This is an optimization exercise on Yosys and OpenROAD, whose aim is small area, not a production implementation. Only simulation tests tie the RTL to the original design; equivalence was not proved. No activity file was given, so power comes from the tool's default toggle rates.

## pelcod_packer
module pelcod_packer #(
    parameter RAW_MAX = 8
) (
    input  wire       clk,
    input  wire       rst,              
    input  wire [7:0] addr_i,           
    input  wire       sink_present_i,
    input  wire       cmd_valid,
    output wire       cmd_ready,
    input  wire [4:0] cmd_op,
    input  wire [31:0] cmd_arg,
    input  wire       raw_valid,
    output wire       raw_ready,
    input  wire [7:0] raw_data,
    input  wire       raw_last,
    input  wire       raw_none,
    output wire       snk_valid,
    input  wire       snk_ready,
    output wire [7:0] snk_data,
    output wire       snk_first,
    output wire       snk_last,
    output wire       snk_empty,
    input  wire       snk_done,
    input  wire       snk_fail,
    input  wire [7:0] snk_err,
    output wire       st_valid,
    output reg  [2:0] st_code,
    output wire [7:0] st_err
);
clock: 25.0 ns
lec_check: 0
cap_margin: 20
core_margin: 2
core_utilization: 40
slew_margin: 20
run.sh (not shown) runs the stock make flow with config.mk's settings and CLKGATE_MAP_FILE= SYNTH_SCRIPT=/design/flow/synth_recipe.tcl, a recipe that flattens the netlist after the stock synthesis.
Rerun with:
==> flow/flow/run.sh (new file) <==
#!/bin/bash
# Standard layout, except: port buffers use the smallest buffer, and the
# clock tree uses clkbuf_4 without dummy loads.
set -euo pipefail
export BUFFER_PORTS_ARGS="-buffer_cell sky130_fd_sc_hd__buf_1"
export CTS_ARGS="-sink_clustering_enable -repair_clock_nets -buf_list sky130_fd_sc_hd__clkbuf_8 -dont_use_dummy_load"
bash standard.sh > standard_make.log 2>&1
==> flow/standard.sh (new file) <==
#!/bin/bash
# synth_recipe.tcl (not shown) runs the flow's synth.tcl, then flattens the netlist and writes it again
# the make line also repeats each setting of config.mk as NAME=value (left out here)
make -C /OpenROAD-flow-scripts/flow DESIGN_CONFIG=/design/flow/config.mk WORK_HOME=/design/flow/orfs CLKGATE_MAP_FILE= SYNTH_SCRIPT=/design/flow/synth_recipe.tcl "${@:-finish}"
- ABC_AREA: not set -> 1
- CORE_UTILIZATION: 40 -> 70
removed: flow/run.sh
The new run finished clean; power is higher by 45%; flip-flop and latch count is unchanged; cell count is higher by about 3.7%.
Rerun with:
==> flow/flow/run.sh (replaced) <==
#!/bin/bash
# Layout flow: the standard flow (standard.sh) with three changes.
#  1. Synthesis: the standard synthesis script, but ORFS's scripts are
#     taken from a copy in which the adder extraction (extract_fa and the
#     adder techmap) and the Kogge-Stone carry-lookahead map are left out,
#     and ABC maps with flow/abc_area.script. Registers are untouched:
#     they are mapped by the same dfflibmap before ABC runs.
#  2. Port buffers use sky130_fd_sc_hd__buf_1.
#  3. The clock tree is built from clkbuf_8 without dummy loads.
# Each step's output goes to a log file of its own in this folder.
set -euo pipefail
here=$(pwd)
rm -rf "$here/scripts_mod"
cp -r "$FLOW_HOME/scripts" "$here/scripts_mod"
cp "$here/flow/abc_area.script" "$here/scripts_mod/abc_area.script"
cp "$here/flow/abc_area.script" "$here/scripts_mod/abc_speed.script"
sed -i 's|"-extra-map $::env(FLOW_HOME)/platforms/common/lcu_kogge_stone.v"|""|' "$here/scripts_mod/synth.tcl"
sed -i 's|^\(\s*\)extract_fa |\1#extract_fa |; s|^\(\s*\)techmap -map $::env(ADDER_MAP_FILE)|\1#techmap -map $::env(ADDER_MAP_FILE)|' "$here/scripts_mod/synth.tcl"
grep -q '#extract_fa' "$here/scripts_mod/synth.tcl"
SCRIPTS_DIR="$here/scripts_mod" bash standard.sh synth > "$here/log_synth.txt" 2>&1
export BUFFER_PORTS_ARGS="-buffer_cell sky130_fd_sc_hd__buf_1"
export CTS_ARGS="-sink_clustering_enable -repair_clock_nets -buf_list sky130_fd_sc_hd__clkbuf_8 -dont_use_dummy_load"
bash standard.sh > "$here/log_layout.txt" 2>&1
==> flow/flow/abc_area.script (new file) <==
strash
&get -n
&fraig -x
&put
scorr
dc2
strash
&get -n
&dch -f
&nf -R 1000
&put
topo
stime -c
buffer -c
upsize -c
dnsize -c
What happened: The changed run produced a clean layout; via count is lower by a little under a tenth; global-route usage is higher by 2.1 points; setup slack is better by 1.2 ns; wire length is lower by a few percent; sequential share of layout area is higher by 4.1 points; count of clock-buffer cells in the layout stays the same; first-iteration DRC count is higher by about a fifth; cell area is lower by roughly a tenth; total power is higher by a few percent; synthesized cell count is lower by about a fifth.

* * *

== job 6422 ==
pelcod_packer, a different RTL version from the one above (not shown whole).
Size in the first run: roughly 610 cells after synthesis, ~100 flip-flops, ~97 I/O pins, ~5900 um^2 of cells after synthesis.
Settings: LEC_CHECK=0, ABC_AREA=1, CAP_MARGIN=20, CORE_MARGIN=2, CORE_UTILIZATION=50, SLEW_MARGIN=20; clock period 25.0 ns.
standard.sh (not shown) runs the stock make flow with config.mk's settings and CLKGATE_MAP_FILE= SYNTH_SCRIPT=/design/flow/synth_recipe.tcl, a recipe that flattens the netlist after the stock synthesis.
==> flow/flow/run.sh <==
#!/bin/bash
# Layout flow: the standard flow (standard.sh) with three changes.
#  1. Synthesis: the standard synthesis script, but ORFS's scripts are
#     taken from a copy in which the adder extraction (extract_fa and the
#     adder techmap) and the Kogge-Stone carry-lookahead map are left out,
#     and ABC maps with flow/abc_area.script. Registers are untouched:
#     they are mapped by the same dfflibmap before ABC runs.
#  2. Port buffers use sky130_fd_sc_hd__buf_1.
#  3. The clock tree is built from clkbuf_8 without dummy loads.
# Each step's output goes to a log file of its own in this folder.
set -euo pipefail
here=$(pwd)
rm -rf "$here/scripts_mod"
cp -r "$FLOW_HOME/scripts" "$here/scripts_mod"
cp "$here/flow/abc_area.script" "$here/scripts_mod/abc_area.script"
cp "$here/flow/abc_area.script" "$here/scripts_mod/abc_speed.script"
sed -i 's|"-extra-map $::env(FLOW_HOME)/platforms/common/lcu_kogge_stone.v"|""|' "$here/scripts_mod/synth.tcl"
sed -i 's|^\(\s*\)extract_fa |\1#extract_fa |; s|^\(\s*\)techmap -map $::env(ADDER_MAP_FILE)|\1#techmap -map $::env(ADDER_MAP_FILE)|' "$here/scripts_mod/synth.tcl"
grep -q '#extract_fa' "$here/scripts_mod/synth.tcl"
SCRIPTS_DIR="$here/scripts_mod" bash standard.sh synth > "$here/log_synth.txt" 2>&1
export BUFFER_PORTS_ARGS="-buffer_cell sky130_fd_sc_hd__buf_1"
export CTS_ARGS="-sink_clustering_enable -repair_clock_nets -buf_list sky130_fd_sc_hd__clkbuf_8 -dont_use_dummy_load"
bash standard.sh > "$here/log_layout.txt" 2>&1
==> flow/flow/abc_area.script <==
strash
&get -n
&fraig -x
&put
scorr
dc2
strash
&get -n
&deepsyn -T 300
&put
strash
&get -n
&dch -f
&nf -R 1000
&put
topo
Relative to job 6422, the following input files were edited for job 1066:
--- a/flow/flow/run.sh
+++ b/flow/flow/run.sh
@@ -20,4 +20,4 @@
 SCRIPTS_DIR="$here/scripts_mod" bash standard.sh synth > "$here/log_synth.txt" 2>&1
 export BUFFER_PORTS_ARGS="-buffer_cell sky130_fd_sc_hd__buf_1"
-export CTS_ARGS="-sink_clustering_enable -repair_clock_nets -buf_list sky130_fd_sc_hd__clkbuf_8 -dont_use_dummy_load"
+export CTS_ARGS="-repair_clock_nets -buf_list sky130_fd_sc_hd__clkbuf_8 -dont_use_dummy_load"
 bash standard.sh > "$here/log_layout.txt" 2>&1
--- a/flow/flow/abc_area.script
+++ b/flow/flow/abc_area.script
@@ -7,5 +7,5 @@
 strash
 &get -n
-&deepsyn -T 300
+&deepsyn -T 30
 &put
 strash
- Per the comparison of job 1066 with job 6422, share of the final layout cell area in multi-input gates now smaller, post-synth design cell area now smaller.
- Job 1066: arrival time of the worst setup path 350 ps above job 6422
- Looking at critical path endpoint, the snk_data[7] result is from job 6422; the snk_valid one comes from job 1066.
- Re global-route usage: job 6422 and job 1066 aren't equal, and the higher value belongs to job 6422.
- edfxtp_1 as the cell type of the slowest stage on the worst timing path was reported by job 6422, and nor2b_1 by job 1066.
- Summary of the comparison: worst-case reg-to-reg path depth is lower in job 1066, relative to job 6422.
- Compared job 6422 against job 1066; latest clock arrival within the worst-skew pair within noise.
- Per the comparison of job 1066 with job 6422, iteration-0 DRC count of the detailed router moved up, sequential share of cell area increased 0.57 points, maximum vdd ir drop went down.
Changes in job 5061 relative to job 1066:
--- a/flow/flow/run.sh
+++ b/flow/flow/run.sh
@@ -20,4 +20,4 @@
 SCRIPTS_DIR="$here/scripts_mod" bash standard.sh synth > "$here/log_synth.txt" 2>&1
 export BUFFER_PORTS_ARGS="-buffer_cell sky130_fd_sc_hd__buf_1"
-export CTS_ARGS="-repair_clock_nets -buf_list sky130_fd_sc_hd__clkbuf_8 -dont_use_dummy_load"
+export CTS_ARGS="-sink_clustering_enable -repair_clock_nets -buf_list sky130_fd_sc_hd__clkbuf_4 -root_buf sky130_fd_sc_hd__clkbuf_8 -dont_use_dummy_load -sink_clustering_size 12 -sink_clustering_max_diameter 40"
 bash standard.sh > "$here/log_layout.txt" 2>&1
--- outcome ---
[compare] base=job 1066 new=job 5061: post-detailed-placement cell area shows no meaningful change; wire length shows no meaningful change; initial antenna violation count shows no meaningful change.
~same total number of sequential cells in job 5061 and job 1066
Total number of H-tree levels of job 5061 is on par with job 1066.
diff inputs: job 5061 => job 1527
--- a/flow/flow/run.sh
+++ b/flow/flow/run.sh
@@ -20,4 +20,4 @@
 SCRIPTS_DIR="$here/scripts_mod" bash standard.sh synth > "$here/log_synth.txt" 2>&1
 export BUFFER_PORTS_ARGS="-buffer_cell sky130_fd_sc_hd__buf_1"
-export CTS_ARGS="-sink_clustering_enable -repair_clock_nets -buf_list sky130_fd_sc_hd__clkbuf_4 -root_buf sky130_fd_sc_hd__clkbuf_8 -dont_use_dummy_load -sink_clustering_size 12 -sink_clustering_max_diameter 40"
+export CTS_ARGS="-sink_clustering_enable -repair_clock_nets -buf_list sky130_fd_sc_hd__clkbuf_8 -dont_use_dummy_load"
 bash standard.sh > "$here/log_layout.txt" 2>&1
Notes after the runs:
Diff job 1527..job 5061 | first-pass GRT wire length | unchanged
End-of-flow core utilization came out exactly the same in job 5061 and job 1527.
Reported for job 5061 and job 1527, overall power after layout turned out identical to the last digit.
Job 5061 and job 1527 ended up with nearly the same clock insertion delay at the later pin of the skew report.
Final hold slack came out exactly the same in job 5061 and job 1527.
DRC violation count after routing across job 5061 and job 1527: no real change.

==> port drivers added, routing unchanged <==
Ports are ideal in the flow. The routed layouts listed here were re-timed in OpenROAD.
Step 1 (the two cells are an assumption about what drives the block):
set clk [get_ports {clk}]
set_driving_cell -lib_cell sky130_fd_sc_hd__clkbuf_16 $clk
set_driving_cell -lib_cell sky130_fd_sc_hd__buf_2 [delete_from_list [all_inputs] $clk]
Step 2, shift: input delay + t, output delay - t, t = (earliest + latest rising clock arrival at the registers) / 2. This alone moves slack from input paths to output paths.
a / b / c = no drivers / after step 1 / after step 2; a / b = the first two.
run | t, ns | setup WS [ns] | latest minus earliest clock arrival (ns) | pins driven straight from the clock port
the first run of note 1 | 0.461 | 16.601 / 16.557 / 17.018 | 0.010 / 0.010 | 1
the second run of note 1 | 0.496 | 16.140 / 16.103 / 16.600 | 0.027 / 0.027 | 1
the third run of note 1 | 0.484 | 17.350 / 17.308 / 17.422 | 0.033 / 0.034 | 1
job 6422 | 0.408 | 16.926 / 16.890 / 16.894 | 0.041 / 0.042 | 1
job 1066 | 0.413 | 16.576 / 16.538 / 16.841 | 0.034 / 0.034 | 1
job 5061 | 0.413 | 16.576 / 16.538 / 16.841 | 0.034 / 0.034 | 1
job 1527 | 0.413 | 16.576 / 16.538 / 16.841 | 0.034 / 0.034 | 1
After both steps setup and hold are still met in every run listed. The setup slack of job 6422, which loses most, moves by -0.036 ns with the drivers and by -0.032 ns with both steps.
